Source: an optimization exercise on an open RTL-to-GDS flow (aim: small area, a short achievable clock period and few clock cycles per item). Production flows keep margins and buffers that such runs may drop.
Only simulation tests tie the RTL to the original design; equivalence was not proved.
Power and IR drop assume default switching activity.

`config.mk`:
```
export PLATFORM = sky130hd
export DESIGN_NAME = rc_rx
export DESIGN_NICKNAME = rc_rx
export VERILOG_FILES = /design/flow/design.v
export SDC_FILE = /design/flow/constraint.sdc
export NUM_CORES = 4
export LEC_CHECK = 0
export CAP_MARGIN = 20
export CORE_MARGIN = 2
export CORE_UTILIZATION = 40
export SLEW_MARGIN = 20
```
`constraint.sdc`:
```
create_clock -name core_clock -period 20.0 [get_ports {clk}]
set_input_delay 4.0000 -clock core_clock [delete_from_list [all_inputs] [get_ports {clk}]]
set_output_delay 4.0000 -clock core_clock [all_outputs]
set_load 0.01 [all_outputs]
```
`design.v`:
```
module rc_proto_table (
    input  wire [2:0] proto,        
    output reg  [7:0] sync_count,   
    output reg  [7:0] zero_high,
    output reg  [7:0] zero_low,
    output reg  [7:0] one_high,
    output reg  [7:0] one_low,
    output reg        inverted
);
    always @(*) begin
        case (proto)
            3'd1:    begin sync_count = 8'd31; zero_high = 8'd1; zero_low = 8'd3;  one_high = 8'd3; one_low = 8'd1; inverted = 1'b0; end
            3'd2:    begin sync_count = 8'd10; zero_high = 8'd1; zero_low = 8'd2;  one_high = 8'd2; one_low = 8'd1; inverted = 1'b0; end
            3'd3:    begin sync_count = 8'd71; zero_high = 8'd4; zero_low = 8'd11; one_high = 8'd9; one_low = 8'd6; inverted = 1'b0; end
            3'd4:    begin sync_count = 8'd6;  zero_high = 8'd1; zero_low = 8'd3;  one_high = 8'd3; one_low = 8'd1; inverted = 1'b0; end
            3'd5:    begin sync_count = 8'd14; zero_high = 8'd1; zero_low = 8'd2;  one_high = 8'd2; one_low = 8'd1; inverted = 1'b0; end
            default: begin sync_count = 8'd23; zero_high = 8'd1; zero_low = 8'd2;  one_high = 8'd2; one_low = 8'd1; inverted = 1'b1; end
        endcase
    end
endmodule
module rc_div40 (
    input  wire [6:0] r,
    input  wire [3:0] nib,
    input  wire [5:0] sel,       
    output wire [3:0] q,
    output wire [6:0] r_out
);
    wire [10:0] n = {r, nib};
    function [10:0] mult;
        input [5:0] sel;
        input integer j;
        begin
            mult = ({11{sel[0]}} & (j * 31)) | ({11{sel[1]}} & (j * 10)) |
                   ({11{sel[2]}} & (j * 71)) | ({11{sel[3]}} & (j * 6))  |
                   ({11{sel[4]}} & (j * 14)) | ({11{sel[5]}} & (j * 23));
        end
    endfunction
    wire [16:0] ge;
    assign ge[0]  = 1'b1;
    assign ge[16] = 1'b0;
    genvar j;
    generate
        for (j = 1; j < 16; j = j + 1) begin : g_cmp
            assign ge[j] = n >= mult(sel, j);
        end
    endgenerate
    wire [15:0] hit;             
    generate
        for (j = 0; j < 16; j = j + 1) begin : g_hit
            assign hit[j] = ge[j] & ~ge[j+1];
        end
    endgenerate
    reg [3:0] qq;
    reg [6:0] qs;
    integer k;
    always @(*) begin
        qq = 4'd0;
        qs = 7'd0;
        for (k = 0; k < 16; k = k + 1) begin
            qq = qq | ({4{hit[k]}} & k[3:0]);
            qs = qs | ({7{hit[k]}} & mult(sel, k));
        end
    end
    assign q     = qq;
    assign r_out = n[6:0] - qs;
endmodule
module rc_rx (
    input  wire        clk,
    input  wire        rst,
    input  wire        ev_valid,
    output wire        ev_ready,
    input  wire [15:0] ev_dt,
    input  wire        ev_edge,
    input  wire [7:0]  cfg_tol,      
    input  wire        cfg_in_en,    
    input  wire        clr_valid,    
    output reg         res_valid,
    output reg  [31:0] res_value,
    output reg  [7:0]  res_len,
    output reg  [31:0] res_unit,
    output reg  [2:0]  res_proto
);
    localparam [1:0] DV_IDLE = 2'd0, DV_RUN = 2'd1, DV_TAIL = 2'd2, DV_DONE = 2'd3;
    localparam [1:0] SC_WAIT = 2'd0, SC_BND = 2'd1, SC_SCAN = 2'd2, SC_FAIL = 2'd3;
    localparam [12:0] XMAX = 13'd4301;   
    integer i;
    reg         rdy;
    reg         a_v, a_e;           
    reg         a_s;                
    reg         a_f;                
    reg  [1:0]  a_ph;               
    reg  [15:0] a_dt;
    reg  [7:0]  a_tol;
    reg         a_big;              
    reg         last_e;
    reg         f_gap, f_match;     
    assign ev_ready = rdy;
    wire accept = ev_valid & rdy;
    reg  [31:0] eacc;               
    reg  [31:0] g;                  
    reg  [12:0] tbo [0:32];         
    reg  [12:0] tbe [0:32];         
    reg  [6:0]  cnt;
    reg         rep;
    reg  [7:0]  t_cur;              
    reg  [9:0]  t_x3;               
    reg         rs;                 
    wire in_big = ev_dt > 16'd4300;
    wire in_e   = ev_edge & cfg_in_en;
    wire slow   = in_e & (~last_e | (rep & (cnt >= 7'd7) & in_big));
    reg  [1:0]  dv_st;
    reg  [2:0]  dp;
    reg  [5:0]  dp_oh;              
    reg  [2:0]  dv_j;
    reg  [3:0]  nib;
    reg  [6:0]  dv_r;
    reg  [29:0] dv_u;
    reg  [9:0]  tm_lo, tm_hi;       
    reg         dq_v;
    reg  [7:0]  tr;
    reg  [20:0] tq;                 
    reg  [1:0]  tqb;
    reg  [1:0]  sc_st;
    reg  [2:0]  bk;
    reg  [3:0]  kk;
    reg  [22:0] kv;                 
    reg  [2:0]  sp;
    reg  [5:0]  ia, ib;
    reg  [31:0] scode;
    reg  [29:0] u_cur;
    reg  [20:0] tol_cur;
    reg         tol_c;
    reg  [12:0] zh_lo, zh_hi, zl_lo, zl_hi, oh_lo, oh_hi, ol_lo, ol_hi;
    wire [31:0] d_sum     = eacc + {16'd0, a_dt};
    wire [31:0] d_eff     = a_f ? eacc : {16'd0, a_dt};
    wire        dfx_gap   = d_eff > 32'd4300;
    wire [33:0] gdiff     = {2'b00, d_eff} - {2'b00, g} + 34'd200;
    wire        gap_match = gdiff <= 34'd400;
    wire        edge_v    = a_v & a_e;
    wire        inv       = (sp == 3'd6);
    wire [6:0]  need      = {ib, 1'b1} + {6'd0, inv} + 7'd2;          
    wire        avail     = need <= cnt;
    wire        sc_done   = (sc_st == SC_FAIL) | ((sc_st == SC_SCAN) & ~avail);
    wire        t_ok      = (a_tol == t_cur) & ~rs;
    wire        s_fold    = edge_v & a_s & (a_ph == 2'd0);
    wire        s_test    = edge_v & a_s & (a_ph == 2'd1);
    wire        s_act     = edge_v & a_s & (a_ph == 2'd2);
    wire        e_gap     = a_s ? f_gap : a_big;
    wire        e_match   = a_s ? f_match : gap_match;
    wire        dec_big   = s_act & f_gap & f_match & rep & (cnt > 7'd7);
    wire        stall     = s_fold | s_test | (dec_big & ~(t_ok & sc_done));
    wire        consume   = a_v & ~stall;
    wire        publish   = dec_big & ~stall & (sc_st == SC_SCAN);
    wire        act_edge  = edge_v & ~stall;
    wire        new_frame = act_edge & (e_gap | (cnt >= 7'd67) | (cnt == 7'd0));
    wire        wr_slot   = edge_v & (~a_s | (a_ph == 2'd2)) & ~e_gap &
                            (cnt < 7'd67) & (cnt != 7'd0);
    wire       take    = (sc_st == SC_WAIT) & (dv_st == DV_DONE) & ~rs;
    wire       dv_next = ~rs & take & (dp != 3'd6);
    wire       dv_init = rs | dv_next;
    wire [2:0] dp_n    = rs ? 3'd1 : dp + 3'd1;
    wire [7:0] p_sync, p_zh, p_zl, p_oh, p_ol;
    wire       p_inv;
    rc_proto_table u_tab_scan (
        .proto      (sp),
        .sync_count (p_sync),
        .zero_high  (p_zh),
        .zero_low   (p_zl),
        .one_high   (p_oh),
        .one_low    (p_ol),
        .inverted   (p_inv)
    );
    reg [2:0] g_top;
    always @(*) begin
        g_top = 3'd0;
        for (i = 1; i < 8; i = i + 1)
            if (g[4*i +: 4] != 4'd0) g_top = i[2:0];
    end
    wire [2:0] j_n   = dv_init ? g_top : dv_j - 3'd1;
    wire [3:0] nib_n = g[{j_n, 2'b00} +: 4];
    wire [3:0] dq_new;
    wire [6:0] dr_new;
    rc_div40 u_step (
        .r     (dv_r),
        .nib   (nib),
        .sel   (dp_oh),
        .q     (dq_new),
        .r_out (dr_new)
    );
    function [9:0] tmul2;            
        input [1:0] q;
        input [7:0] t;
        input [9:0] t3;
        begin
            case (q)
                2'd0:    tmul2 = 10'd0;
                2'd1:    tmul2 = {2'b00, t};
                2'd2:    tmul2 = {1'b0, t, 1'b0};
                default: tmul2 = t3;
            endcase
        end
    endfunction
    wire [12:0] tn = {1'b0, tr, 4'b0000} + {3'b000, tm_lo} + {1'b0, tm_hi, 2'b00};
    reg  [5:0]  tq2;
    reg  [6:0]  trr;
    always @(*) begin
        case (tn[12:5])
            8'd0: begin tq2 = 6'd0; trr = 7'd0; end
            8'd1: begin tq2 = 6'd0; trr = 7'd32; end
            8'd2: begin tq2 = 6'd0; trr = 7'd64; end
            8'd3: begin tq2 = 6'd0; trr = 7'd96; end
            8'd4: begin tq2 = 6'd1; trr = 7'd28; end
            8'd5: begin tq2 = 6'd1; trr = 7'd60; end
            8'd6: begin tq2 = 6'd1; trr = 7'd92; end
            8'd7: begin tq2 = 6'd2; trr = 7'd24; end
            8'd8: begin tq2 = 6'd2; trr = 7'd56; end
            8'd9: begin tq2 = 6'd2; trr = 7'd88; end
            8'd10: begin tq2 = 6'd3; trr = 7'd20; end
            8'd11: begin tq2 = 6'd3; trr = 7'd52; end
            8'd12: begin tq2 = 6'd3; trr = 7'd84; end
            8'd13: begin tq2 = 6'd4; trr = 7'd16; end
            8'd14: begin tq2 = 6'd4; trr = 7'd48; end
            8'd15: begin tq2 = 6'd4; trr = 7'd80; end
            8'd16: begin tq2 = 6'd5; trr = 7'd12; end
            8'd17: begin tq2 = 6'd5; trr = 7'd44; end
            8'd18: begin tq2 = 6'd5; trr = 7'd76; end
            8'd19: begin tq2 = 6'd6; trr = 7'd8; end
            8'd20: begin tq2 = 6'd6; trr = 7'd40; end
            8'd21: begin tq2 = 6'd6; trr = 7'd72; end
            8'd22: begin tq2 = 6'd7; trr = 7'd4; end
            8'd23: begin tq2 = 6'd7; trr = 7'd36; end
            8'd24: begin tq2 = 6'd7; trr = 7'd68; end
            8'd25: begin tq2 = 6'd8; trr = 7'd0; end
            8'd26: begin tq2 = 6'd8; trr = 7'd32; end
            8'd27: begin tq2 = 6'd8; trr = 7'd64; end
            8'd28: begin tq2 = 6'd8; trr = 7'd96; end
            8'd29: begin tq2 = 6'd9; trr = 7'd28; end
            8'd30: begin tq2 = 6'd9; trr = 7'd60; end
            8'd31: begin tq2 = 6'd9; trr = 7'd92; end
            8'd32: begin tq2 = 6'd10; trr = 7'd24; end
            8'd33: begin tq2 = 6'd10; trr = 7'd56; end
            8'd34: begin tq2 = 6'd10; trr = 7'd88; end
            8'd35: begin tq2 = 6'd11; trr = 7'd20; end
            8'd36: begin tq2 = 6'd11; trr = 7'd52; end
            8'd37: begin tq2 = 6'd11; trr = 7'd84; end
            8'd38: begin tq2 = 6'd12; trr = 7'd16; end
            8'd39: begin tq2 = 6'd12; trr = 7'd48; end
            8'd40: begin tq2 = 6'd12; trr = 7'd80; end
            8'd41: begin tq2 = 6'd13; trr = 7'd12; end
            8'd42: begin tq2 = 6'd13; trr = 7'd44; end
            8'd43: begin tq2 = 6'd13; trr = 7'd76; end
            8'd44: begin tq2 = 6'd14; trr = 7'd8; end
            8'd45: begin tq2 = 6'd14; trr = 7'd40; end
            8'd46: begin tq2 = 6'd14; trr = 7'd72; end
            8'd47: begin tq2 = 6'd15; trr = 7'd4; end
            8'd48: begin tq2 = 6'd15; trr = 7'd36; end
            8'd49: begin tq2 = 6'd15; trr = 7'd68; end
            8'd50: begin tq2 = 6'd16; trr = 7'd0; end
            8'd51: begin tq2 = 6'd16; trr = 7'd32; end
            8'd52: begin tq2 = 6'd16; trr = 7'd64; end
            8'd53: begin tq2 = 6'd16; trr = 7'd96; end
            8'd54: begin tq2 = 6'd17; trr = 7'd28; end
            8'd55: begin tq2 = 6'd17; trr = 7'd60; end
            8'd56: begin tq2 = 6'd17; trr = 7'd92; end
            8'd57: begin tq2 = 6'd18; trr = 7'd24; end
            8'd58: begin tq2 = 6'd18; trr = 7'd56; end
            8'd59: begin tq2 = 6'd18; trr = 7'd88; end
            8'd60: begin tq2 = 6'd19; trr = 7'd20; end
            8'd61: begin tq2 = 6'd19; trr = 7'd52; end
            8'd62: begin tq2 = 6'd19; trr = 7'd84; end
            8'd63: begin tq2 = 6'd20; trr = 7'd16; end
            8'd64: begin tq2 = 6'd20; trr = 7'd48; end
            8'd65: begin tq2 = 6'd20; trr = 7'd80; end
            8'd66: begin tq2 = 6'd21; trr = 7'd12; end
            8'd67: begin tq2 = 6'd21; trr = 7'd44; end
            8'd68: begin tq2 = 6'd21; trr = 7'd76; end
            8'd69: begin tq2 = 6'd22; trr = 7'd8; end
            8'd70: begin tq2 = 6'd22; trr = 7'd40; end
            8'd71: begin tq2 = 6'd22; trr = 7'd72; end
            8'd72: begin tq2 = 6'd23; trr = 7'd4; end
            8'd73: begin tq2 = 6'd23; trr = 7'd36; end
            8'd74: begin tq2 = 6'd23; trr = 7'd68; end
            8'd75: begin tq2 = 6'd24; trr = 7'd0; end
            8'd76: begin tq2 = 6'd24; trr = 7'd32; end
            8'd77: begin tq2 = 6'd24; trr = 7'd64; end
            8'd78: begin tq2 = 6'd24; trr = 7'd96; end
            8'd79: begin tq2 = 6'd25; trr = 7'd28; end
            8'd80: begin tq2 = 6'd25; trr = 7'd60; end
            8'd81: begin tq2 = 6'd25; trr = 7'd92; end
            8'd82: begin tq2 = 6'd26; trr = 7'd24; end
            8'd83: begin tq2 = 6'd26; trr = 7'd56; end
            8'd84: begin tq2 = 6'd26; trr = 7'd88; end
            8'd85: begin tq2 = 6'd27; trr = 7'd20; end
            8'd86: begin tq2 = 6'd27; trr = 7'd52; end
            8'd87: begin tq2 = 6'd27; trr = 7'd84; end
            8'd88: begin tq2 = 6'd28; trr = 7'd16; end
            8'd89: begin tq2 = 6'd28; trr = 7'd48; end
            8'd90: begin tq2 = 6'd28; trr = 7'd80; end
            8'd91: begin tq2 = 6'd29; trr = 7'd12; end
            8'd92: begin tq2 = 6'd29; trr = 7'd44; end
            8'd93: begin tq2 = 6'd29; trr = 7'd76; end
            8'd94: begin tq2 = 6'd30; trr = 7'd8; end
            8'd95: begin tq2 = 6'd30; trr = 7'd40; end
            8'd96: begin tq2 = 6'd30; trr = 7'd72; end
            8'd97: begin tq2 = 6'd31; trr = 7'd4; end
            8'd98: begin tq2 = 6'd31; trr = 7'd36; end
            8'd99: begin tq2 = 6'd31; trr = 7'd68; end
            8'd100: begin tq2 = 6'd32; trr = 7'd0; end
            8'd101: begin tq2 = 6'd32; trr = 7'd32; end
            8'd102: begin tq2 = 6'd32; trr = 7'd64; end
            8'd103: begin tq2 = 6'd32; trr = 7'd96; end
            8'd104: begin tq2 = 6'd33; trr = 7'd28; end
            8'd105: begin tq2 = 6'd33; trr = 7'd60; end
            8'd106: begin tq2 = 6'd33; trr = 7'd92; end
            8'd107: begin tq2 = 6'd34; trr = 7'd24; end
            8'd108: begin tq2 = 6'd34; trr = 7'd56; end
            8'd109: begin tq2 = 6'd34; trr = 7'd88; end
            8'd110: begin tq2 = 6'd35; trr = 7'd20; end
            8'd111: begin tq2 = 6'd35; trr = 7'd52; end
            8'd112: begin tq2 = 6'd35; trr = 7'd84; end
            8'd113: begin tq2 = 6'd36; trr = 7'd16; end
            8'd114: begin tq2 = 6'd36; trr = 7'd48; end
            8'd115: begin tq2 = 6'd36; trr = 7'd80; end
            8'd116: begin tq2 = 6'd37; trr = 7'd12; end
            8'd117: begin tq2 = 6'd37; trr = 7'd44; end
            8'd118: begin tq2 = 6'd37; trr = 7'd76; end
            8'd119: begin tq2 = 6'd38; trr = 7'd8; end
            8'd120: begin tq2 = 6'd38; trr = 7'd40; end
            8'd121: begin tq2 = 6'd38; trr = 7'd72; end
            8'd122: begin tq2 = 6'd39; trr = 7'd4; end
            8'd123: begin tq2 = 6'd39; trr = 7'd36; end
            8'd124: begin tq2 = 6'd39; trr = 7'd68; end
            8'd125: begin tq2 = 6'd40; trr = 7'd0; end
            8'd126: begin tq2 = 6'd40; trr = 7'd32; end
            8'd127: begin tq2 = 6'd40; trr = 7'd64; end
            8'd128: begin tq2 = 6'd40; trr = 7'd96; end
            8'd129: begin tq2 = 6'd41; trr = 7'd28; end
            8'd130: begin tq2 = 6'd41; trr = 7'd60; end
            8'd131: begin tq2 = 6'd41; trr = 7'd92; end
            8'd132: begin tq2 = 6'd42; trr = 7'd24; end
            8'd133: begin tq2 = 6'd42; trr = 7'd56; end
            8'd134: begin tq2 = 6'd42; trr = 7'd88; end
            8'd135: begin tq2 = 6'd43; trr = 7'd20; end
            8'd136: begin tq2 = 6'd43; trr = 7'd52; end
            8'd137: begin tq2 = 6'd43; trr = 7'd84; end
            8'd138: begin tq2 = 6'd44; trr = 7'd16; end
            8'd139: begin tq2 = 6'd44; trr = 7'd48; end
            8'd140: begin tq2 = 6'd44; trr = 7'd80; end
            8'd141: begin tq2 = 6'd45; trr = 7'd12; end
            8'd142: begin tq2 = 6'd45; trr = 7'd44; end
            8'd143: begin tq2 = 6'd45; trr = 7'd76; end
            8'd144: begin tq2 = 6'd46; trr = 7'd8; end
            8'd145: begin tq2 = 6'd46; trr = 7'd40; end
            8'd146: begin tq2 = 6'd46; trr = 7'd72; end
            8'd147: begin tq2 = 6'd47; trr = 7'd4; end
            8'd148: begin tq2 = 6'd47; trr = 7'd36; end
            8'd149: begin tq2 = 6'd47; trr = 7'd68; end
            8'd150: begin tq2 = 6'd48; trr = 7'd0; end
            8'd151: begin tq2 = 6'd48; trr = 7'd32; end
            8'd152: begin tq2 = 6'd48; trr = 7'd64; end
            8'd153: begin tq2 = 6'd48; trr = 7'd96; end
            8'd154: begin tq2 = 6'd49; trr = 7'd28; end
            8'd155: begin tq2 = 6'd49; trr = 7'd60; end
            8'd156: begin tq2 = 6'd49; trr = 7'd92; end
            8'd157: begin tq2 = 6'd50; trr = 7'd24; end
            8'd158: begin tq2 = 6'd50; trr = 7'd56; end
            8'd159: begin tq2 = 6'd50; trr = 7'd88; end
            8'd160: begin tq2 = 6'd51; trr = 7'd20; end
            8'd161: begin tq2 = 6'd51; trr = 7'd52; end
            8'd162: begin tq2 = 6'd51; trr = 7'd84; end
            8'd163: begin tq2 = 6'd52; trr = 7'd16; end
            8'd164: begin tq2 = 6'd52; trr = 7'd48; end
            8'd165: begin tq2 = 6'd52; trr = 7'd80; end
            8'd166: begin tq2 = 6'd53; trr = 7'd12; end
            8'd167: begin tq2 = 6'd53; trr = 7'd44; end
            8'd168: begin tq2 = 6'd53; trr = 7'd76; end
            8'd169: begin tq2 = 6'd54; trr = 7'd8; end
            8'd170: begin tq2 = 6'd54; trr = 7'd40; end
            8'd171: begin tq2 = 6'd54; trr = 7'd72; end
            8'd172: begin tq2 = 6'd55; trr = 7'd4; end
            8'd173: begin tq2 = 6'd55; trr = 7'd36; end
            8'd174: begin tq2 = 6'd55; trr = 7'd68; end
            8'd175: begin tq2 = 6'd56; trr = 7'd0; end
            8'd176: begin tq2 = 6'd56; trr = 7'd32; end
            8'd177: begin tq2 = 6'd56; trr = 7'd64; end
            8'd178: begin tq2 = 6'd56; trr = 7'd96; end
            8'd179: begin tq2 = 6'd57; trr = 7'd28; end
            8'd180: begin tq2 = 6'd57; trr = 7'd60; end
            8'd181: begin tq2 = 6'd57; trr = 7'd92; end
            8'd182: begin tq2 = 6'd58; trr = 7'd24; end
            8'd183: begin tq2 = 6'd58; trr = 7'd56; end
            8'd184: begin tq2 = 6'd58; trr = 7'd88; end
            8'd185: begin tq2 = 6'd59; trr = 7'd20; end
            default: begin tq2 = 6'd0; trr = 7'd0; end
        endcase
    end
    wire [7:0]  tr_n = {1'b0, trr} + {3'b000, tn[4:0]};
    wire        big  = |u_cur[29:19];
    wire [18:0] us   = u_cur[18:0];
    wire [22:0] k8   = kk[3] ? {1'b0, us, 3'b000} : kk[2] ? {2'b00, us, 2'b00} : 23'd0;
    wire [22:0] k2   = kk[1] ? {3'b000, us, 1'b0} : 23'd0;
    wire [22:0] k1   = kk[0] ? {4'b0000, us} : 23'd0;
    wire [22:0] kv_n = k8 + k2 + k1;
    wire [24:0] b_lo = {2'b00, kv} - {4'b0000, tol_cur} - {24'd0, tol_c};
    wire [24:0] b_hi = {2'b00, kv} + {4'b0000, tol_cur} + {24'd0, tol_c};
    reg  [3:0]  kb;
    always @(*) begin
        case (bk)
            3'd1:    kb = p_zh[3:0];
            3'd2:    kb = p_zl[3:0];
            3'd3:    kb = p_oh[3:0];
            default: kb = p_ol[3:0];
        endcase
    end
    wire        big_lo0 = ((kb == 4'd1) & (t_cur >= 8'd100)) | ((kb == 4'd2) & (t_cur >= 8'd200));
    wire [12:0] n_lo = big ? (big_lo0 ? 13'd0 : XMAX) :
                       b_lo[24] ? 13'd0 : (|b_lo[23:13] | (b_lo[12:0] > 13'd4300)) ? XMAX : b_lo[12:0];
    wire [12:0] n_hi = (big | (|b_hi[23:13]) | (b_hi[12:0] > 13'd4300)) ? XMAX : b_hi[12:0];
    wire        bnd_last = (sp == 3'd3) ? (bk == 3'd4) : (bk == 3'd2);
    wire [3:0]  kk_n = (bk == 3'd0) ? p_zl[3:0] : (bk == 3'd1) ? p_oh[3:0] : p_ol[3:0];
    wire [12:0] rd_o = tbo[ia];
    wire [12:0] rd_e = tbe[ib];
    wire [12:0] px   = inv ? rd_e : rd_o;
    wire [12:0] py   = inv ? rd_o : rd_e;
    wire is_zero = (px >= zh_lo) & (px <= zh_hi) & (py >= zl_lo) & (py <= zl_hi);
    wire is_one  = (px >= oh_lo) & (px <= oh_hi) & (py >= ol_lo) & (py <= ol_hi);
    wire sc_take = ~rs & (sc_st == SC_WAIT) & take;
    wire sc_bnd  = ~rs & (sc_st == SC_BND);
    wire sc_step = ~rs & (sc_st == SC_SCAN) & avail;
    always @(posedge clk) begin
        if (rst) begin
            rdy       <= 1'b1;
            a_v       <= 1'b0;
            last_e    <= 1'b1;
            eacc      <= 32'd0;
            g         <= 32'd0;
            cnt       <= 7'd0;
            rep       <= 1'b0;
            t_cur     <= 8'd0;
            t_x3      <= 10'd0;
            rs        <= 1'b1;
            dv_st     <= DV_IDLE;
            dp        <= 3'd1;
            sc_st     <= SC_WAIT;
            sp        <= 3'd1;
            res_valid <= 1'b0;
            res_value <= 32'd0;
            res_len   <= 8'd0;
            res_unit  <= 32'd0;
            res_proto <= 3'd0;
        end else begin
            if (accept)
                a_v <= 1'b1;
            else if (consume)
                a_v <= 1'b0;
            if (accept)
                last_e <= in_e;
            rdy <= ~(accept & slow) & ~(a_v & stall);
            if ((a_v & ~a_e) | s_fold)
                eacc <= d_sum;
            if (act_edge)
                eacc <= 32'd0;
            if (wr_slot)
                cnt <= cnt + 7'd1;
            rs <= 1'b0;
            if (edge_v & (a_tol != t_cur)) begin
                t_cur <= a_tol;
                t_x3  <= {2'b00, a_tol} + {1'b0, a_tol, 1'b0};
                rs    <= 1'b1;
            end
            if (new_frame) begin
                g   <= d_eff;
                cnt <= 7'd1;
                rs  <= 1'b1;
                rep <= e_gap & e_match & ~rep;
            end
            if (publish) begin
                res_valid <= 1'b1;
                res_value <= scode;
                res_len   <= {2'b00, cnt[6:1] - ((cnt[0]) ? 6'd0 : 6'd1)};
                res_unit  <= {2'b00, u_cur};
                res_proto <= sp;
            end else if (clr_valid) begin
                res_valid <= 1'b0;
                res_value <= 32'd0;
                res_len   <= 8'd0;
                res_unit  <= 32'd0;
                res_proto <= 3'd0;
            end
            if (dv_init) begin
                dv_st <= DV_RUN;
                dp    <= dp_n;
            end else begin
                case (dv_st)
                    DV_RUN:  if (dv_j == 3'd0) dv_st <= DV_TAIL;
                    DV_TAIL: dv_st <= DV_DONE;
                    DV_DONE: if (take) dv_st <= DV_IDLE;
                    default: ;
                endcase
            end
            if (rs) begin
                sc_st <= SC_WAIT;
                sp    <= 3'd1;
            end else begin
                case (sc_st)
                    SC_WAIT: if (take) sc_st <= SC_BND;
                    SC_BND:  if (bnd_last) sc_st <= SC_SCAN;
                    SC_SCAN: begin
                        if (avail & ~(is_zero | is_one)) begin
                            if (sp == 3'd6) begin
                                sc_st <= SC_FAIL;
                            end else begin
                                sp    <= sp + 3'd1;
                                sc_st <= SC_WAIT;
                            end
                        end
                    end
                    default: ;
                endcase
            end
        end
    end
    always @(posedge clk) begin
        if (accept) begin
            a_e   <= in_e;
            a_s   <= slow;
            a_f   <= ~last_e;
            a_ph  <= last_e ? 2'd1 : 2'd0;
            a_dt  <= ev_dt;
            a_tol <= cfg_tol;
            a_big <= in_big;
        end else if (s_fold | s_test) begin
            a_ph  <= a_ph + 2'd1;
        end
        if (s_test) begin
            f_gap   <= dfx_gap;
            f_match <= gap_match;
        end
        if (wr_slot) begin
            if (cnt[0])
                tbo[cnt[6:1]] <= d_eff[12:0];
            else
                tbe[cnt[6:1] - 6'd1] <= d_eff[12:0];
        end
        nib <= nib_n;
        if (dv_init) begin
            dp_oh <= {dp_n == 3'd6, dp_n == 3'd5, dp_n == 3'd4,
                      dp_n == 3'd3, dp_n == 3'd2, dp_n == 3'd1};
            dv_j  <= g_top;
            dv_r  <= 7'd0;
            dv_u  <= 30'd0;
            dq_v  <= 1'b0;
            tr    <= 8'd0;
            tq    <= 21'd0;
            tqb   <= 2'd0;
        end else begin
            if (dq_v) begin
                tr  <= tr_n;
                tq  <= {tq[16:0] + {11'd0, tqb, 4'b0000}, tq2[3:0]};
                tqb <= tq2[5:4];
            end
            dq_v <= (dv_st == DV_RUN);
            if (dv_st == DV_RUN) begin
                dv_u  <= {dv_u[25:0], dq_new};
                dv_r  <= dr_new;
                tm_lo <= tmul2(dq_new[1:0], t_cur, t_x3);
                tm_hi <= tmul2(dq_new[3:2], t_cur, t_x3);
                dv_j  <= dv_j - 3'd1;
            end
        end
        if (sc_take) begin
            u_cur   <= dv_u;
            tol_cur <= tq + {15'd0, tqb, 4'b0000};
            tol_c   <= tr >= 8'd100;
            scode   <= 32'd0;
            ia      <= p_inv ? 6'd1 : 6'd0;
            ib      <= 6'd0;
            bk      <= 3'd0;
            kk      <= p_zh[3:0];
        end
        if (sc_bnd) begin
            kv <= kv_n;
            kk <= kk_n;
            bk <= bk + 3'd1;
            case (bk)
                3'd1: begin
                    zh_lo <= n_lo;  zh_hi <= n_hi;
                    if (sp != 3'd3) begin ol_lo <= n_lo; ol_hi <= n_hi; end
                end
                3'd2: begin
                    zl_lo <= n_lo;  zl_hi <= n_hi;
                    if (sp != 3'd3) begin oh_lo <= n_lo; oh_hi <= n_hi; end
                end
                3'd3: begin oh_lo <= n_lo; oh_hi <= n_hi; end
                3'd4: begin ol_lo <= n_lo; ol_hi <= n_hi; end
                default: ;
            endcase
        end
        if (sc_step) begin
            scode <= {scode[30:0], ~is_zero};
            ia    <= ia + 6'd1;
            ib    <= ib + 6'd1;
        end
    end
endmodule
```
`run.sh`:
```
#!/bin/bash
# synth_recipe.tcl (not shown) runs the flow's synth.tcl, then flattens the netlist and writes it again
# the make line also repeats each setting of config.mk as NAME=value (left out here)
make -C /OpenROAD-flow-scripts/flow DESIGN_CONFIG=/design/flow/config.mk WORK_HOME=/design/flow/orfs CLKGATE_MAP_FILE= SYNTH_SCRIPT=/design/flow/synth_recipe.tcl finish
```
==> results.toml, run 1 <==
[status]
outcome = "no timing/DRC/antenna violations"

[placement]
dpl.hpwl_um = 121000
numPortBuffers = 102
pre_cts_slack_ns = 12.75
number_of_placed_instances_taps_included = 7696
routabilityCongestion = 0.899

[route]
wl_per_cell_um = 22.7
dr_total_vias = 44300
wl_um = 181000
number_of_nets_with_antenna_violations_after_detailed_routing = 0
remaining_routing_drc_violations = 0
drt_pre_antenna_iters = 6
drt-initial-drc-count = 4332
via_per_inst = 5.55

[timing]
relSlewSlack_pct = 23.0
setup_viol = 0
final-hold-violation-count = 0
slew_violations = 0
timing.hold.ws_ns = 0.434
final_worst_path_period_need_ns = 7.10
rsz0062_at_grt = "false"
fin_worst_skew_ns = 0.0249
post-route-worst-setup-slack_ns = 12.90
totalNegativeSetupSlack_ns = 0
worst-slew-pin-transition_ns = 1.15
post-route-period-util_pct = 35.5
timing.fmax_ghz = 0.141

[cts]
cts_tree = "yes"
cts_max_path_buffers = 3
clk_transition_reported_paths_ns = 0.06
postCtsSetupRepairBufs = 0
ctsHoldBuffers = 0
clock-root-buffer = "clkbuf_16"
cts_repair_resize_count = 0
tritoncts_num_sinks = 1409
number_of_buffers_created_by_cts = 150
clock_latency_ns = 0.79
htree_num_levels = 4

[hold_path]
min_from = "dv_u[28]"
hold_path_end = "u_cur[28]"
whs_path_depth = 0
worstHoldPathType = "reg2reg"

[layout]
post_layout_nonfiller_instances = 7980
mostFrequentLayoutCell = "edfxtp_1"
layout.filler_cells = 15600
antenna_cells_inserted = 0
fraction_of_final_layout_cells_sized_beyond_drive_strength_1_pct = 12.9
register_area_sq_mm = 0.0397
multi_input_area_sq_mm = 0.0281
area_growth_syn_to_layout_pct = 12.8
layout.cells.most_common_list = "edfxtp_1 (1,149), nor2_1 (404), ha_1 (378)"
nNetsFinal = 5969

[floorplanning]
coreArea_sq_mm = 0.174
die_area_sq_mm = 0.178
initial_core_util_pct = 40.2
die_height_um = 422
boundaryPins = 107
die_w_um = 422
placementRows = 153

[power]
power_frac_seq_pct = 42.3
pwr_density_cell_mw_per_mm2 = 98.2
p_sw_share_pct = 29.5
combPwrFrac_pct = 21.5
total_leakage_power_nw = 28.2
p_sw_mw = 2.28
power.share.clock_pct = 36.1
internal_power_mw = 5.45
finalPower_mw = 7.73
vdd.ir_drop.worst_mv = 0.129

[critical_path]
crit_fanout = 44
regToRegSetupSlack_ns = 12.90
crit_arrival_ns = 7.75
ff2ff_path_depth = 20
worstSetupPathType = "reg2reg"
end_kind = "flop"
critPathLaunchType = "flop"
worst_ep_required_time_ns = 20.65
reg2reg_to = "sp[1]"

[global_routing]
grt_total_usage_pct = 19.9
grt_first_pass_wirelength_um = 271000
maximum_number_of_pins_on_one_net_before_global_route_repair = 75
globalRouteOverflowTotal = 0
grt_antenna_before_repair = 5
first_global_vias = 43400

[synthesis]
ys.flop_type = "edfxtp_1"
postSynthRegisterBits = 1409
post_synthesis_sequential_area_ratio_pct = 56.9
count_of_synthesis_stage_warnings_from_yosys = 3
synth_area_sq_mm = 0.0698
post_synth_num_cell_types = 104
synth_area_per_cell_sq_um = 12.9
ys_async_sr_fraction_pct = 0
synthesis.instances = 5428
synth_edf_count = 1149

[flow_run]
drv_cap = 0
-- worst max-delay path by stage --
stage,slack (ns),from,to
after floorplan,14.43,a_f,rep
after detailed placement,12.75,flop,sp[1]
after CTS,12.71,flop,sp[2]
final,12.90,flop,sp[1]
after global routing,12.28,flop,sp[1]
after global placement,12.77,flop,sc_st[0]
-- power groups by stage --
stage	Combinational (mW)	Sequential [mW]	Clock, mW
after floorplan	1.23	3.31	0
after global placement	1.63	3.33	0
after detailed placement	1.64	3.33	0
after CTS	1.65	3.27	2.85
after global routing	1.84	3.27	2.96
final	1.66	3.27	2.79
-- kinds of logic after synthesis --
kind of cell	synth area share [%]
and+or+nand+nor	9.77
DFF	56.9
AOI/OAI and AO/OA	9.07
buffers and inverters	3.23
adders and majority gates	7.81
muxes	10.9
xor gates and xnor gates	2.35
other	0.00537
-- critical path, stage by stage (launching register included) --
cell,delay [ns]
dfxtp_4,0.67
buf_4,0.81
buf_4,0.71
mux4_2,0.60
mux4_2,0.51
mux2i_1,0.15
nor2_1,0.06
a21oi_1,0.20
mux2i_1,0.20
ha_1,0.35
o21a_1,0.11
o21a_1,0.15
o21ai_0,0.14
nand2b_1,0.07
a21oi_1,0.23
o211ai_1,0.11
a2111oi_0,0.55
nor4bb_1,0.78
or3_1,0.26
nor2_1,0.08
mux2i_1,0.15
-- through the flow --
step                cell area [sq um]  utilization [%]
floorplan                       69800                -
detailed placement              73700             42.4
CTS                             78600             45.3
global route                    78700             45.3
global placement                73600             42.4
finish                          78700             45.3
-- registers in the layout, indices dropped and copies added (netlist names), 23 cells and up, named ones only --
signal and count:
scode 32, res_unit 30, tbe 429, res_value 32, tbo 429, eacc 32
u_cur 30, kv 23, g 32, dv_u 30
-- Yosys cell counts (all sizes together), types with 58 or more instances --
library cell	number	area share, %
nand2	349	1.9
mux4	272	8.8
o21ai	153	1.1
clkbuf	183	0.98
nor3	99	0.73
a21o	83	0.89
nand3	142	1.0
dfxtp	260	7.5
mux2i	125	1.8
nor2	460	2.5
xnor2	129	1.6
buf	64	0.39
xor2	58	0.73
ha	379	6.8
a211oi	69	0.75
a21oi	330	2.4
edfxtp	1149	49
inv	344	1.9
and2	82	0.74
-- routing by layer --
metal,wire (um),vias to the layer above,GRT usage (%)
met5,0,-,0
met1,76400,22200,26.4
met2,89500,1244,33.7
li1,-,20600,-
met3,10300,264,3.11
met4,5020,0,5.96
-- area by class of cell --
type | count | area share (%)
sequential | 1409 | 50.5
multi-input combinational | 3430 | 35.7
clock buffer | 208 | 5.24
tap | 2325 | 3.70
clock inverter | 72 | 1.03
timing repair buffer | 191 | 2.19
inverter | 345 | 1.65
Testbench counts, summed over its fixed seeds: cycles 23,436, events 22,061.
==> inputs of run 2 (changes only) <==
--- a/design.v
+++ b/design.v
@@ -21,48 +21,30 @@
 module rc_div40 (
     input  wire [6:0] r,
     input  wire [3:0] nib,
-    input  wire [5:0] sel,       
+    input  wire [8:0] s1,        
+    input  wire [8:0] s2,        
+    input  wire [8:0] s3,        
     output wire [3:0] q,
     output wire [6:0] r_out
 );
-    wire [10:0] n = {r, nib};
-    function [10:0] mult;
-        input [5:0] sel;
-        input integer j;
+    function [8:0] step4;        
+        input [8:0] t;
+        input [8:0] s1, s2, s3;
+        reg   [9:0] a, b, c;
         begin
-            mult = ({11{sel[0]}} & (j * 31)) | ({11{sel[1]}} & (j * 10)) |
-                   ({11{sel[2]}} & (j * 71)) | ({11{sel[3]}} & (j * 6))  |
-                   ({11{sel[4]}} & (j * 14)) | ({11{sel[5]}} & (j * 23));
+            a = {1'b0, t} - {1'b0, s1};
+            b = {1'b0, t} - {1'b0, s2};
+            c = {1'b0, t} - {1'b0, s3};
+            if (!c[9])      step4 = {2'd3, c[6:0]};
+            else if (!b[9]) step4 = {2'd2, b[6:0]};
+            else if (!a[9]) step4 = {2'd1, a[6:0]};
+            else            step4 = {2'd0, t[6:0]};
         end
     endfunction
-    wire [16:0] ge;
-    assign ge[0]  = 1'b1;
-    assign ge[16] = 1'b0;
-    genvar j;
-    generate
-        for (j = 1; j < 16; j = j + 1) begin : g_cmp
-            assign ge[j] = n >= mult(sel, j);
-        end
-    endgenerate
-    wire [15:0] hit;             
-    generate
-        for (j = 0; j < 16; j = j + 1) begin : g_hit
-            assign hit[j] = ge[j] & ~ge[j+1];
-        end
-    endgenerate
-    reg [3:0] qq;
-    reg [6:0] qs;
-    integer k;
-    always @(*) begin
-        qq = 4'd0;
-        qs = 7'd0;
-        for (k = 0; k < 16; k = k + 1) begin
-            qq = qq | ({4{hit[k]}} & k[3:0]);
-            qs = qs | ({7{hit[k]}} & mult(sel, k));
-        end
-    end
-    assign q     = qq;
-    assign r_out = n[6:0] - qs;
+    wire [8:0] hi = step4({r, nib[3:2]}, s1, s2, s3);
+    wire [8:0] lo = step4({hi[6:0], nib[1:0]}, s1, s2, s3);
+    assign q     = {hi[8:7], lo[8:7]};
+    assign r_out = lo[6:0];
 endmodule
 module rc_rx (
     input  wire        clk,
@@ -86,13 +68,12 @@
     integer i;
     reg         rdy;
     reg         a_v, a_e;           
-    reg         a_s;                
     reg         a_f;                
     reg  [1:0]  a_ph;               
     reg  [15:0] a_dt;
     reg  [7:0]  a_tol;
     reg         a_big;              
-    reg         last_e;
+    reg         last_e;             
     reg         f_gap, f_match;     
     assign ev_ready = rdy;
     wire accept = ev_valid & rdy;
@@ -110,7 +91,8 @@
     wire slow   = in_e & (~last_e | (rep & (cnt >= 7'd7) & in_big));
     reg  [1:0]  dv_st;
     reg  [2:0]  dp;
-    reg  [5:0]  dp_oh;              
+    reg  [8:0]  ds1, ds2, ds3;      
+    reg         dv_fresh;           
     reg  [2:0]  dv_j;
     reg  [3:0]  nib;
     reg  [6:0]  dv_r;
@@ -125,40 +107,40 @@
     reg  [3:0]  kk;
     reg  [22:0] kv;                 
     reg  [2:0]  sp;
-    reg  [5:0]  ia, ib;
+    reg  [5:0]  ia, ib;             
+    reg  [6:0]  need;               
+    reg         fv;                 
+    reg  [12:0] x_r, y_r;
     reg  [31:0] scode;
     reg  [29:0] u_cur;
     reg  [20:0] tol_cur;
     reg         tol_c;
     reg  [12:0] zh_lo, zh_hi, zl_lo, zl_hi, oh_lo, oh_hi, ol_lo, ol_hi;
-    wire [31:0] d_sum     = eacc + {16'd0, a_dt};
-    wire [31:0] d_eff     = a_f ? eacc : {16'd0, a_dt};
-    wire        dfx_gap   = d_eff > 32'd4300;
-    wire [33:0] gdiff     = {2'b00, d_eff} - {2'b00, g} + 34'd200;
-    wire        gap_match = gdiff <= 34'd400;
-    wire        edge_v    = a_v & a_e;
-    wire        inv       = (sp == 3'd6);
-    wire [6:0]  need      = {ib, 1'b1} + {6'd0, inv} + 7'd2;          
-    wire        avail     = need <= cnt;
-    wire        sc_done   = (sc_st == SC_FAIL) | ((sc_st == SC_SCAN) & ~avail);
-    wire        t_ok      = (a_tol == t_cur) & ~rs;
-    wire        s_fold    = edge_v & a_s & (a_ph == 2'd0);
-    wire        s_test    = edge_v & a_s & (a_ph == 2'd1);
-    wire        s_act     = edge_v & a_s & (a_ph == 2'd2);
-    wire        e_gap     = a_s ? f_gap : a_big;
-    wire        e_match   = a_s ? f_match : gap_match;
-    wire        dec_big   = s_act & f_gap & f_match & rep & (cnt > 7'd7);
-    wire        stall     = s_fold | s_test | (dec_big & ~(t_ok & sc_done));
-    wire        consume   = a_v & ~stall;
-    wire        publish   = dec_big & ~stall & (sc_st == SC_SCAN);
-    wire        act_edge  = edge_v & ~stall;
+    wire [31:0] d_sum   = eacc + {16'd0, a_dt};
+    wire [31:0] d_eff   = a_f ? eacc : {16'd0, a_dt};
+    wire        edge_v  = a_v & a_e;
+    wire [17:0] sf      = {2'b00, a_dt} - {1'b0, g[16:0]};
+    wire        m_fast  = ~|g[31:17] & ((sf <= 18'd200) | (sf >= 18'h3FF38));
+    wire [32:0] sx      = {1'b0, eacc} - {1'b0, g};
+    wire        m_fold  = (sx <= 33'd200) | (sx >= 33'h1FFFFFF38);
+    wire        sc_avail = need <= cnt;
+    wire        sc_done  = (sc_st == SC_FAIL) | ((sc_st == SC_SCAN) & ~fv & ~sc_avail);
+    wire        t_ok     = (a_tol == t_cur) & ~rs;
+    wire        s_fold   = edge_v & a_f & (a_ph == 2'd0);
+    wire        s_test   = edge_v & a_f & (a_ph == 2'd1);
+    wire        act_ok   = ~a_f | (a_ph == 2'd2);
+    wire        e_gap    = a_f ? f_gap : a_big;
+    wire        e_match  = a_f ? f_match : m_fast;
+    wire        dec_big  = edge_v & act_ok & e_gap & e_match & rep & (cnt > 7'd7);
+    wire        stall    = s_fold | s_test | (dec_big & ~(t_ok & sc_done));
+    wire        consume  = a_v & ~stall;
+    wire        publish  = dec_big & ~stall & (sc_st == SC_SCAN);
+    wire        act_edge = edge_v & ~stall;
     wire        new_frame = act_edge & (e_gap | (cnt >= 7'd67) | (cnt == 7'd0));
-    wire        wr_slot   = edge_v & (~a_s | (a_ph == 2'd2)) & ~e_gap &
-                            (cnt < 7'd67) & (cnt != 7'd0);
-    wire       take    = (sc_st == SC_WAIT) & (dv_st == DV_DONE) & ~rs;
-    wire       dv_next = ~rs & take & (dp != 3'd6);
-    wire       dv_init = rs | dv_next;
-    wire [2:0] dp_n    = rs ? 3'd1 : dp + 3'd1;
+    wire        wr_slot  = edge_v & act_ok & ~e_gap & (cnt < 7'd67) & (cnt != 7'd0);
+    wire       take     = (sc_st == SC_WAIT) & (dv_st == DV_DONE) & ~rs;
+    wire       dv_first = (dv_st == DV_DONE);
+    wire       dv_step  = ~rs & ((dv_st == DV_RUN) | (take & (dp != 3'd6)));
     wire [7:0] p_sync, p_zh, p_zl, p_oh, p_ol;
     wire       p_inv;
     rc_proto_table u_tab_scan (
@@ -176,14 +158,14 @@
         for (i = 1; i < 8; i = i + 1)
             if (g[4*i +: 4] != 4'd0) g_top = i[2:0];
     end
-    wire [2:0] j_n   = dv_init ? g_top : dv_j - 3'd1;
-    wire [3:0] nib_n = g[{j_n, 2'b00} +: 4];
     wire [3:0] dq_new;
     wire [6:0] dr_new;
     rc_div40 u_step (
-        .r     (dv_r),
+        .r     (dv_fresh ? 7'd0 : dv_r),
         .nib   (nib),
-        .sel   (dp_oh),
+        .s1    (ds1),
+        .s2    (ds2),
+        .s3    (ds3),
         .q     (dq_new),
         .r_out (dr_new)
     );
@@ -200,6 +182,19 @@
             endcase
         end
     endfunction
+    function [26:0] smul;
+        input [2:0] p;
+        begin
+            case (p)
+                3'd1:    smul = {9'd93,  9'd62,  9'd31};
+                3'd2:    smul = {9'd30,  9'd20,  9'd10};
+                3'd3:    smul = {9'd213, 9'd142, 9'd71};
+                3'd4:    smul = {9'd18,  9'd12,  9'd6};
+                3'd5:    smul = {9'd42,  9'd28,  9'd14};
+                default: smul = {9'd69,  9'd46,  9'd23};
+            endcase
+        end
+    endfunction
     wire [12:0] tn = {1'b0, tr, 4'b0000} + {3'b000, tm_lo} + {1'b0, tm_hi, 2'b00};
     reg  [5:0]  tq2;
     reg  [6:0]  trr;
@@ -418,15 +413,15 @@
     wire [12:0] n_hi = (big | (|b_hi[23:13]) | (b_hi[12:0] > 13'd4300)) ? XMAX : b_hi[12:0];
     wire        bnd_last = (sp == 3'd3) ? (bk == 3'd4) : (bk == 3'd2);
     wire [3:0]  kk_n = (bk == 3'd0) ? p_zl[3:0] : (bk == 3'd1) ? p_oh[3:0] : p_ol[3:0];
+    wire        inv  = (sp == 3'd6);
     wire [12:0] rd_o = tbo[ia];
     wire [12:0] rd_e = tbe[ib];
-    wire [12:0] px   = inv ? rd_e : rd_o;
-    wire [12:0] py   = inv ? rd_o : rd_e;
-    wire is_zero = (px >= zh_lo) & (px <= zh_hi) & (py >= zl_lo) & (py <= zl_hi);
-    wire is_one  = (px >= oh_lo) & (px <= oh_hi) & (py >= ol_lo) & (py <= ol_hi);
-    wire sc_take = ~rs & (sc_st == SC_WAIT) & take;
-    wire sc_bnd  = ~rs & (sc_st == SC_BND);
-    wire sc_step = ~rs & (sc_st == SC_SCAN) & avail;
+    wire is_zero = (x_r >= zh_lo) & (x_r <= zh_hi) & (y_r >= zl_lo) & (y_r <= zl_hi);
+    wire is_one  = (x_r >= oh_lo) & (x_r <= oh_hi) & (y_r >= ol_lo) & (y_r <= ol_hi);
+    wire sc_fetch = ~rs & (((sc_st == SC_BND) & ~fv) | (sc_st == SC_SCAN)) & sc_avail;
+    wire sc_check = ~rs & (sc_st == SC_SCAN) & fv;
+    wire sc_take  = ~rs & take;
+    wire sc_bnd   = ~rs & (sc_st == SC_BND);
     always @(posedge clk) begin
         if (rst) begin
             rdy       <= 1'b1;
@@ -443,6 +438,7 @@
             dp        <= 3'd1;
             sc_st     <= SC_WAIT;
             sp        <= 3'd1;
+            fv        <= 1'b0;
             res_valid <= 1'b0;
             res_value <= 32'd0;
             res_len   <= 8'd0;
@@ -487,26 +483,42 @@
                 res_unit  <= 32'd0;
                 res_proto <= 3'd0;
             end
-            if (dv_init) begin
+            if (rs) begin
                 dv_st <= DV_RUN;
-                dp    <= dp_n;
+                dp    <= 3'd1;
             end else begin
                 case (dv_st)
                     DV_RUN:  if (dv_j == 3'd0) dv_st <= DV_TAIL;
                     DV_TAIL: dv_st <= DV_DONE;
-                    DV_DONE: if (take) dv_st <= DV_IDLE;
+                    DV_DONE: begin
+                        if (take) begin
+                            if (dp == 3'd6) begin
+                                dv_st <= DV_IDLE;
+                            end else begin
+                                dp    <= dp + 3'd1;
+                                dv_st <= (dv_j == 3'd0) ? DV_TAIL : DV_RUN;
+                            end
+                        end
+                    end
                     default: ;
                 endcase
             end
             if (rs) begin
                 sc_st <= SC_WAIT;
                 sp    <= 3'd1;
+                fv    <= 1'b0;
             end else begin
+                if (sc_take)
+                    fv <= 1'b0;
+                else if (sc_fetch)
+                    fv <= 1'b1;
+                else if (sc_check)
+                    fv <= 1'b0;
                 case (sc_st)
                     SC_WAIT: if (take) sc_st <= SC_BND;
                     SC_BND:  if (bnd_last) sc_st <= SC_SCAN;
                     SC_SCAN: begin
-                        if (avail & ~(is_zero | is_one)) begin
+                        if (fv & ~(is_zero | is_one)) begin
                             if (sp == 3'd6) begin
                                 sc_st <= SC_FAIL;
                             end else begin
@@ -523,9 +535,8 @@
     always @(posedge clk) begin
         if (accept) begin
             a_e   <= in_e;
-            a_s   <= slow;
             a_f   <= ~last_e;
-            a_ph  <= last_e ? 2'd1 : 2'd0;
+            a_ph  <= 2'd0;
             a_dt  <= ev_dt;
             a_tol <= cfg_tol;
             a_big <= in_big;
@@ -533,8 +544,8 @@
             a_ph  <= a_ph + 2'd1;
         end
         if (s_test) begin
-            f_gap   <= dfx_gap;
-            f_match <= gap_match;
+            f_gap   <= eacc > 32'd4300;
+            f_match <= m_fold;
         end
         if (wr_slot) begin
             if (cnt[0])
@@ -542,12 +553,14 @@
             else
                 tbe[cnt[6:1] - 6'd1] <= d_eff[12:0];
         end
-        nib <= nib_n;
-        if (dv_init) begin
-            dp_oh <= {dp_n == 3'd6, dp_n == 3'd5, dp_n == 3'd4,
-                      dp_n == 3'd3, dp_n == 3'd2, dp_n == 3'd1};
+        dv_r  <= dr_new;
+        tm_lo <= tmul2(dq_new[1:0], t_cur, t_x3);
+        tm_hi <= tmul2(dq_new[3:2], t_cur, t_x3);
+        if (rs) begin
+            {ds3, ds2, ds1} <= smul(3'd1);
+            dv_fresh <= 1'b1;
             dv_j  <= g_top;
-            dv_r  <= 7'd0;
+            nib   <= g[{g_top, 2'b00} +: 4];
             dv_u  <= 30'd0;
             dq_v  <= 1'b0;
             tr    <= 8'd0;
@@ -559,13 +572,25 @@
                 tq  <= {tq[16:0] + {11'd0, tqb, 4'b0000}, tq2[3:0]};
                 tqb <= tq2[5:4];
             end
-            dq_v <= (dv_st == DV_RUN);
-            if (dv_st == DV_RUN) begin
-                dv_u  <= {dv_u[25:0], dq_new};
-                dv_r  <= dr_new;
-                tm_lo <= tmul2(dq_new[1:0], t_cur, t_x3);
-                tm_hi <= tmul2(dq_new[3:2], t_cur, t_x3);
+            if (dv_step) begin
+                dv_u  <= {dv_first ? 26'd0 : dv_u[25:0], dq_new};
+                dv_fresh <= 1'b0;
                 dv_j  <= dv_j - 3'd1;
+                nib   <= g[{dv_j - 3'd1, 2'b00} +: 4];
+                dq_v  <= 1'b1;
+            end else begin
+                dq_v  <= 1'b0;
+            end
+            if (dv_first & dv_step) begin
+                tr    <= 8'd0;
+                tq    <= 21'd0;
+                tqb   <= 2'd0;
+            end
+            if (dv_st == DV_TAIL) begin
+                {ds3, ds2, ds1} <= smul(dp + 3'd1);
+                dv_fresh <= 1'b1;
+                dv_j  <= g_top;
+                nib   <= g[{g_top, 2'b00} +: 4];
             end
         end
         if (sc_take) begin
@@ -575,6 +600,7 @@
             scode   <= 32'd0;
             ia      <= p_inv ? 6'd1 : 6'd0;
             ib      <= 6'd0;
+            need    <= p_inv ? 7'd4 : 7'd3;
             bk      <= 3'd0;
             kk      <= p_zh[3:0];
         end
@@ -596,10 +622,14 @@
                 default: ;
             endcase
         end
-        if (sc_step) begin
-            scode <= {scode[30:0], ~is_zero};
-            ia    <= ia + 6'd1;
-            ib    <= ib + 6'd1;
+        if (sc_fetch) begin
+            x_r  <= inv ? rd_e : rd_o;
+            y_r  <= inv ? rd_o : rd_e;
+            ia   <= ia + 6'd1;
+            ib   <= ib + 6'd1;
+            need <= need + 7'd2;
         end
+        if (sc_check)
+            scode <= {scode[30:0], ~is_zero};
     end
 endmodule
==> run 2 against run 1 <==
Final cell count grew 0.88%. Clock-buffer cell count is 26 lower. Die area increased by 1.4%. Wire length decreased by 4.3%. Hold slack lost 0.0023 ns. Setup slack gained 0.89 ns. Total power fell by 8.6%. Sequential share of layout area up 0.39 points. Critical path type unchanged. Critical endpoint is now dv_r[0].
==> results.toml, run 2 <==
[critical_path]
end_kind = "flop"
crit_slowest_cell = "a221oi_2"
worst_ep_required_time_ns = 20.70
worstSetupPathType = "reg2reg"
critPathLaunchType = "flop"
critPathMostFrequentCell = "a21oi_1"
path_cells = "nor2b_1 > ha_1 > nand3b_1 > a21oi_1 > o21a_1 > o31ai_1 > nand2_1 > a21oi_1 > mux2i_1 > ha_1 > and3_1 > o21ai_0 > nand2b_1 > a21oi_1 > o311ai_0 > a221oi_2 > nor2_1 > nor2_1 > mux2i_1"
crit_arrival_ns = 6.91
crit_fanout = 15
critical-path-max-stage-delay_ns = 0.71

[layout]
mostFrequentLayoutCell = "edfxtp_1"
nNetsFinal = 6003
layout.cells.most_common_list = "edfxtp_1 (1,157), nor2_1 (413), nand2_1 (386)"
fraction_of_final_layout_cells_sized_beyond_drive_strength_1_pct = 12.7
stdcell_area_sq_mm = 0.0797
antenna_cells_inserted = 0
area_growth_syn_to_layout_pct = 12.7

[cts]
number_of_buffers_created_by_cts = 150
ctsHoldBuffers = 0
cts_max_path_buffers = 3
tritoncts_num_sinks = 1446
postCtsSetupRepairBufs = 0
cts_tree = "yes"
htree_num_levels = 4
clk_transition_reported_paths_ns = 0.06
cts_repair_resize_count = 0
clock-root-buffer = "clkbuf_16"
clock_latency_ns = 0.83

[global_routing]
maximum_number_of_pins_on_one_net_before_global_route_repair = 128
grt_total_usage_pct = 19.1
grt.met3_usage_pct = 2.62
grt_antenna_before_repair = 3
global_routing_met1_resource_utilization_pct = 27.7
first_global_vias = 43200
global_route_layer_with_the_greatest_usage = "met2"
grt_use_met2_pct = 30.4
grt_first_pass_wirelength_um = 266000
globalRouteOverflowTotal = 0

[synthesis]
synth_edf_count = 1157
synth_top_cell_by_area = "edfxtp_1"
post_synth_xor_area_fraction_pct = 2.48
postSynthRegisterBits = 1446
synthTopCellsByCount = "edfxtp_1 (1,157), nor2_1 (431), nand2_1 (386)"
ys_async_sr_fraction_pct = 0
ys.flop_type = "edfxtp_1"
synth_fa_ha_area_share_pct = 7.20
synth_simple_gate_area_share_pct = 9.90
synth_compound_gate_area_share_pct = 9.28
synth_top_family_by_area = "multiplexers"
synth_most_common_cell = "edfxtp_1"
post_synth_num_cell_types = 102
post_synthesis_sequential_area_ratio_pct = 57.3
synth_area_sq_mm = 0.0707
synth_area_per_cell_sq_um = 12.9
synth_top_area_share_pct = 49.1
count_of_synthesis_stage_warnings_from_yosys = 3
synthesis.instances = 5469
synth_top_cells_by_area = "edfxtp_1 (49%), mux4_2 (8.8%), dfxtp_1 (8.2%), ha_1 (6.2%), a21oi_1 (2.5%)"
synth_mux_area_share_pct = 10.7

[route]
drt_pre_antenna_iters = 6
via_per_inst = 5.53
remaining_routing_drc_violations = 0
drt-initial-drc-count = 3765
wl_um = 173000
wl_per_cell_um = 21.5
dr_total_vias = 44500
number_of_nets_with_antenna_violations_after_detailed_routing = 0

[placement]
routabilityCongestion = 0.882
placed_area_sq_mm = 0.0746
dpl.hpwl_um = 118000
numPortBuffers = 102

[hold_path]
worstHoldPathType = "reg2reg"

[timing]
setup_viol = 0
totalNegativeSetupSlack_ns = 0
relSlewSlack_pct = 27.3
final_worst_path_period_need_ns = 6.21
rsz0062_at_grt = "false"
final-hold-violation-count = 0
post-route-period-util_pct = 31.0
slew_violations = 0
fin_worst_skew_ns = 0.0612
worst-slew-pin-transition_ns = 1.09
timing.fmax_ghz = 0.161

[power]
pwr_density_cell_mw_per_mm2 = 88.6
total_leakage_power_nw = 29.1
vdd.ir_drop.worst_mv = 0.0771

[floorplanning]
initial_core_util_pct = 40.2
placementRows = 154
die_height_um = 425
die_w_um = 425
coreArea_sq_mm = 0.176
die_area_sq_mm = 0.180
boundaryPins = 107

[status]
outcome = "no timing/DRC/antenna violations"

[flow_run]
drv_cap = 0
## run 2: changes by cell type in the layout (fill, tap and decap cells not counted), moves of 24 or more
cell      delta
nor2_2      -33
nand3_1     -42
a21oi_1     +28
clkinv_1    +24
buf_4       +24
dfxtp_1     +26
nand2_1     +37
nand3b_1    +99
ha_1        -28
clkbuf_1    -27
## run 2: worst paths after layout
path,slack [ns],to,cells after the start,from
setup reg to reg,13.79,dv_r[0],19,dv_fresh
hold / removal,0.43,u_cur[27],0,dv_u[27]
setup / recovery,13.79,dv_r[0],19,dv_fresh
hold reg to reg,0.43,u_cur[27],0,dv_u[27]
## run 2: routing by layer
| layer | share of wire [%] | vias to the layer above |
|---|---|---|
| met4 | 1.8 | 0 |
| met2 | 47 | 1215 |
| met3 | 5.5 | 197 |
| met1 | 46 | 22300 |
| met5 | 0 | - |
| li1 | - | 20800 |
## run 2: per-stage QoR
step                hold WS (ns)  power (mW)  cells  setup slack (ns)  utilization [%]
floorplan                  0.408        4.06   5472             14.61                -
global placement           0.416        4.29   7772             13.70             42.4
detailed placement         0.414        4.30   7773             13.80             42.4
CTS                        0.432        7.11   8048             13.88             45.3
global route               0.448        7.34   8050             13.19             45.3
finish                     0.432        7.06   8050             13.79             45.3
## run 2: cell families (layout without fill, tap and decap cells)
family / count (synthesis) / after routing
buffers and inverters: 569 / 807
muxes: 407 / 407
other: 1 / 4
adders and majority gates: 386 / 386
AOI/OAI and AO/OA: 1018 / 1018
xor gates and xnor gates: 197 / 197
DFF: 1446 / 1446
and+or+nand+nor: 1445 / 1445
## run 2: worst max-delay path, delay by kind of cell (launching register included)
family | cells | cell delay [ns]
mux | 2 | 0.76
compound gates | 8 | 2.45
simple gates | 7 | 1.84
fa+ha+maj | 2 | 0.70
flops | 1 | 0.38
## run 2: final cells by class
class,instances,area (sq um)
sequential,1446,40600
tap,2340,2930
clock inverter,93,983
fill,15600,96200
timing repair buffer,212,1880
multi-input combinational,3457,28100
inverter,320,1200
clock buffer,182,4030
## run 2: power by group
| part | total (mW) | leakage (nW) | internal (mW) | switching (mW) |
|---|---|---|---|---|
| logic | 0.913 | 13.9 | 0.343 | 0.570 |
| registers | 3.34 | 12.8 | 3.30 | 0.0417 |
| clock network | 2.81 | 2.44 | 1.59 | 1.22 |
| total | 7.06 | 29.1 | 5.22 | 1.83 |
Testbench counts of run 2, summed over its fixed seeds: cycles 23,186, events 22,061.
==> inputs of run 3 (changes only) <==
--- a/design.v
+++ b/design.v
@@ -99,7 +99,8 @@
     reg  [29:0] dv_u;
     reg  [9:0]  tm_lo, tm_hi;       
     reg         dq_v;
-    reg  [7:0]  tr;
+    reg  [6:0]  tra;                
+    reg  [4:0]  trb;
     reg  [20:0] tq;                 
     reg  [1:0]  tqb;
     reg  [1:0]  sc_st;
@@ -195,7 +196,8 @@
             endcase
         end
     endfunction
-    wire [12:0] tn = {1'b0, tr, 4'b0000} + {3'b000, tm_lo} + {1'b0, tm_hi, 2'b00};
+    wire [12:0] tn = {2'b00, tra, 4'b0000} + {4'b0000, trb, 4'b0000} +
+                     {3'b000, tm_lo} + {1'b0, tm_hi, 2'b00};
     reg  [5:0]  tq2;
     reg  [6:0]  trr;
     always @(*) begin
@@ -389,7 +391,6 @@
             default: begin tq2 = 6'd0; trr = 7'd0; end
         endcase
     end
-    wire [7:0]  tr_n = {1'b0, trr} + {3'b000, tn[4:0]};
     wire        big  = |u_cur[29:19];
     wire [18:0] us   = u_cur[18:0];
     wire [22:0] k8   = kk[3] ? {1'b0, us, 3'b000} : kk[2] ? {2'b00, us, 2'b00} : 23'd0;
@@ -563,12 +564,14 @@
             nib   <= g[{g_top, 2'b00} +: 4];
             dv_u  <= 30'd0;
             dq_v  <= 1'b0;
-            tr    <= 8'd0;
+            tra   <= 7'd0;
+            trb   <= 5'd0;
             tq    <= 21'd0;
             tqb   <= 2'd0;
         end else begin
             if (dq_v) begin
-                tr  <= tr_n;
+                tra <= trr;
+                trb <= tn[4:0];
                 tq  <= {tq[16:0] + {11'd0, tqb, 4'b0000}, tq2[3:0]};
                 tqb <= tq2[5:4];
             end
@@ -582,7 +585,8 @@
                 dq_v  <= 1'b0;
             end
             if (dv_first & dv_step) begin
-                tr    <= 8'd0;
+                tra   <= 7'd0;
+                trb   <= 5'd0;
                 tq    <= 21'd0;
                 tqb   <= 2'd0;
             end
@@ -596,7 +600,7 @@
         if (sc_take) begin
             u_cur   <= dv_u;
             tol_cur <= tq + {15'd0, tqb, 4'b0000};
-            tol_c   <= tr >= 8'd100;
+            tol_c   <= ({1'b0, tra} + {3'b000, trb}) >= 8'd100;
             scode   <= 32'd0;
             ia      <= p_inv ? 6'd1 : 6'd0;
             ib      <= 6'd0;
--- a/config.mk
+++ b/config.mk
@@ -7,5 +7,5 @@
 export LEC_CHECK = 0
 export CAP_MARGIN = 20
 export CORE_MARGIN = 2
-export CORE_UTILIZATION = 40
+export CORE_UTILIZATION = 65
 export SLEW_MARGIN = 20
==> run 3 against run 2 <==
Utilization grew 27 points. Hold slack better by 0.0016 ns. Sequential cell count is 1 higher. Final cell count down 11%. Total power fell by 0.32%. Combinational power grew 3.1%. Setup slack gained 0.24 ns. Critical path depth increased by 3. Register-to-register slack better by 0.24 ns.
==> results.toml, run 3 <==
[timing]
final_worst_path_period_need_ns = 5.97
setup_viol = 0
worst-slew-pin-transition_ns = 1.05
slew_violations = 0
relSlewSlack_pct = 29.4
final-hold-violation-count = 0
timing.fmax_ghz = 0.167
fin_worst_skew_ns = 0.0484
rsz0062_at_grt = "false"
post-route-period-util_pct = 29.9
totalNegativeSetupSlack_ns = 0

[global_routing]
globalRouteOverflowTotal = 0
grt_first_pass_wirelength_um = 266000
grt_antenna_before_repair = 4
maximum_number_of_pins_on_one_net_before_global_route_repair = 119
grt_total_usage_pct = 31.4
first_global_vias = 44400

[synthesis]
post_synth_num_cell_types = 103
post_synthesis_sequential_area_ratio_pct = 57.3
synth_edf_count = 1157
synthesis.instances = 5477
synth_top_area_share_pct = 49.1
synth_area_per_cell_sq_um = 12.9
synthTopCellsByCount = "edfxtp_1 (1,157), nor2_1 (426), a21oi_1 (398)"
count_of_synthesis_stage_warnings_from_yosys = 3
synth_most_common_cell = "edfxtp_1"
ys_async_sr_fraction_pct = 0
ys.flop_type = "edfxtp_1"
postSynthRegisterBits = 1447
synth_area_sq_mm = 0.0707
synth_top_cells_by_area = "edfxtp_1 (49%), mux4_2 (8.7%), dfxtp_1 (8.2%), ha_1 (6.2%), a21oi_1 (2.8%)"
synth_top_cell_by_area = "edfxtp_1"

[cts]
cts_repair_resize_count = 0
ctsHoldBuffers = 0
clock-root-buffer = "clkbuf_16"
clk_transition_reported_paths_ns = 0.06
htree_num_levels = 4
clock_latency_ns = 0.77
tritoncts_num_sinks = 1447
cts_tree = "yes"
cts_max_path_buffers = 3
number_of_buffers_created_by_cts = 150
postCtsSetupRepairBufs = 0

[critical_path]
crit_fanout = 12
worst_ep_required_time_ns = 20.64
end_kind = "flop"
critPathLaunchType = "flop"
crit_arrival_ns = 6.61
worstSetupPathType = "reg2reg"

[power]
vdd.ir_drop.worst_mv = 0.0843
total_leakage_power_nw = 28.6
pwr_density_cell_mw_per_mm2 = 89.8

[layout]
area_growth_syn_to_layout_pct = 10.8
nNetsFinal = 6013
finalCoreUtilization_pct = 72.3
mostFrequentLayoutCell = "edfxtp_1"
layout.cells.most_common_list = "edfxtp_1 (1,157), nor2_1 (410), a21oi_1 (397)"
post_layout_nonfiller_instances = 7127
antenna_cells_inserted = 0
fraction_of_final_layout_cells_sized_beyond_drive_strength_1_pct = 12.2

[floorplanning]
die_area_sq_mm = 0.111
boundaryPins = 107
coreArea_sq_mm = 0.108
placementRows = 121
die_height_um = 334
die_w_um = 334
initial_core_util_pct = 65.3

[placement]
routabilityCongestion = 0.916
numPortBuffers = 102
number_of_placed_instances_taps_included = 6854
dpl.hpwl_um = 114000

[flow_run]
drv_cap = 0

[route]
remaining_routing_drc_violations = 0
dr_total_vias = 45400
wl_per_cell_um = 24.4
drt-initial-drc-count = 4694
drt_pre_antenna_iters = 7
wl_um = 174000
number_of_nets_with_antenna_violations_after_detailed_routing = 0
via_per_inst = 6.38

[status]
outcome = "no timing/DRC/antenna violations"

[hold_path]
worstHoldPathType = "reg2reg"
[run 3: cell types whose count changed after synthesis, sizes merged, moves of 9 or more]
| cell | previous run | this run |
|---|---|---|
| o21a | 51 | 38 |
| nand2 | 387 | 351 |
| a21oi | 361 | 403 |
| a31o | 23 | 6 |
| a211oi | 69 | 47 |
| a22oi | 28 | 19 |
| inv | 319 | 337 |
| clkbuf | 179 | 166 |
| nand2b | 45 | 55 |
| nand4 | 27 | 37 |
| o21bai | 9 | 20 |
[run 3: cell type report]
type	instances	area, sq um
clock buffer	196	4100
clock inverter	76	762
fill	7207	30000
inverter	337	1260
multi-input combinational	3452	28100
sequential	1447	40600
tap	1414	1770
timing repair buffer	205	1800
[run 3: power by group]
part	leakage (nW)	internal, mW	switching, mW
Clock	2.38	1.58	1.18
Combinational	13.5	0.344	0.597
Sequential	12.7	3.30	0.0415
Total	28.6	5.22	1.81
[run 3: critical path, stage by stage, from the launching register on]
cell and delay (ns):
dfxtp_1 0.41, nor2b_1 0.36, ha_1 0.34, and3b_1 0.20, o21a_1 0.19, o21a_1 0.18, o31ai_1 0.48, nand2_1 0.27
a21oi_1 0.21, mux2i_1 0.09, mux2_2 0.32, ha_1 0.36, a21o_1 0.15, a21oi_1 0.10, o21bai_1 0.25, nor2_1 0.08
o211a_1 0.12, a311oi_2 0.64, or3_1 0.44, nor2b_1 0.12, or2_2 0.36, nor2_1 0.12, nor3_1 0.05
[run 3: per-layer routing]
| layer | track usage, % | share of wire, % | vias up |
|---|---|---|---|
| met5 | 0 | 0.0075 | - |
| met4 | 9.22 | 2.6 | 2 |
| met1 | 44.4 | 42 | 22400 |
| li1 | - | - | 20800 |
| met2 | 48.7 | 46 | 1912 |
| met3 | 7.75 | 9.3 | 286 |
[run 3: worst paths after layout]
| check | end | startpoint | slack [ns] | cells after the start |
|---|---|---|---|---|
| worst max-delay path | dv_u[0] | dv_fresh | 14.03 | 22 |
| worst min-delay path | u_cur[28] | dv_u[28] | 0.43 | 0 |
| worst max register to register | dv_u[0] | dv_fresh | 14.03 | 22 |
| worst min register to register | u_cur[28] | dv_u[28] | 0.43 | 0 |
[run 3: cells by family after synthesis]
kind of cell / count (synthesis) / share of synthesized area [%]
simple gates: 1421 / 9.88
compound gates: 1040 / 9.33
fa+ha+maj: 390 / 7.30
buf+inv: 581 / 3.17
other cells: 1 / 0.00530
flops: 1447 / 57.3
mux: 408 / 10.6
xor+xnor: 189 / 2.35
[run 3: through the flow]
stage / total power [mW] / worst slack (ns) / hold WS, ns / cell area (sq um)
final: 7.04 / 14.03 / 0.434 / 78400
after global routing: 7.28 / 13.64 / 0.445 / 78400
after CTS: 7.05 / 13.81 / 0.433 / 78300
after detailed placement: 4.32 / 13.81 / 0.420 / 73500
after global placement: 4.31 / 13.72 / 0.414 / 73500
after floorplan: 4.08 / 14.59 / 0.408 / 70800
Testbench counts of run 3, summed over its fixed seeds: cycles 23,186, events 22,061.

Setup slack of run 3, layout unchanged: 14.026 ns with ideal ports, 14.026 ns with driving cells assumed (clock clkbuf_16, inputs buf_2), 13.774 ns with port delays also shifted by the 0.834 ns mid clock arrival.
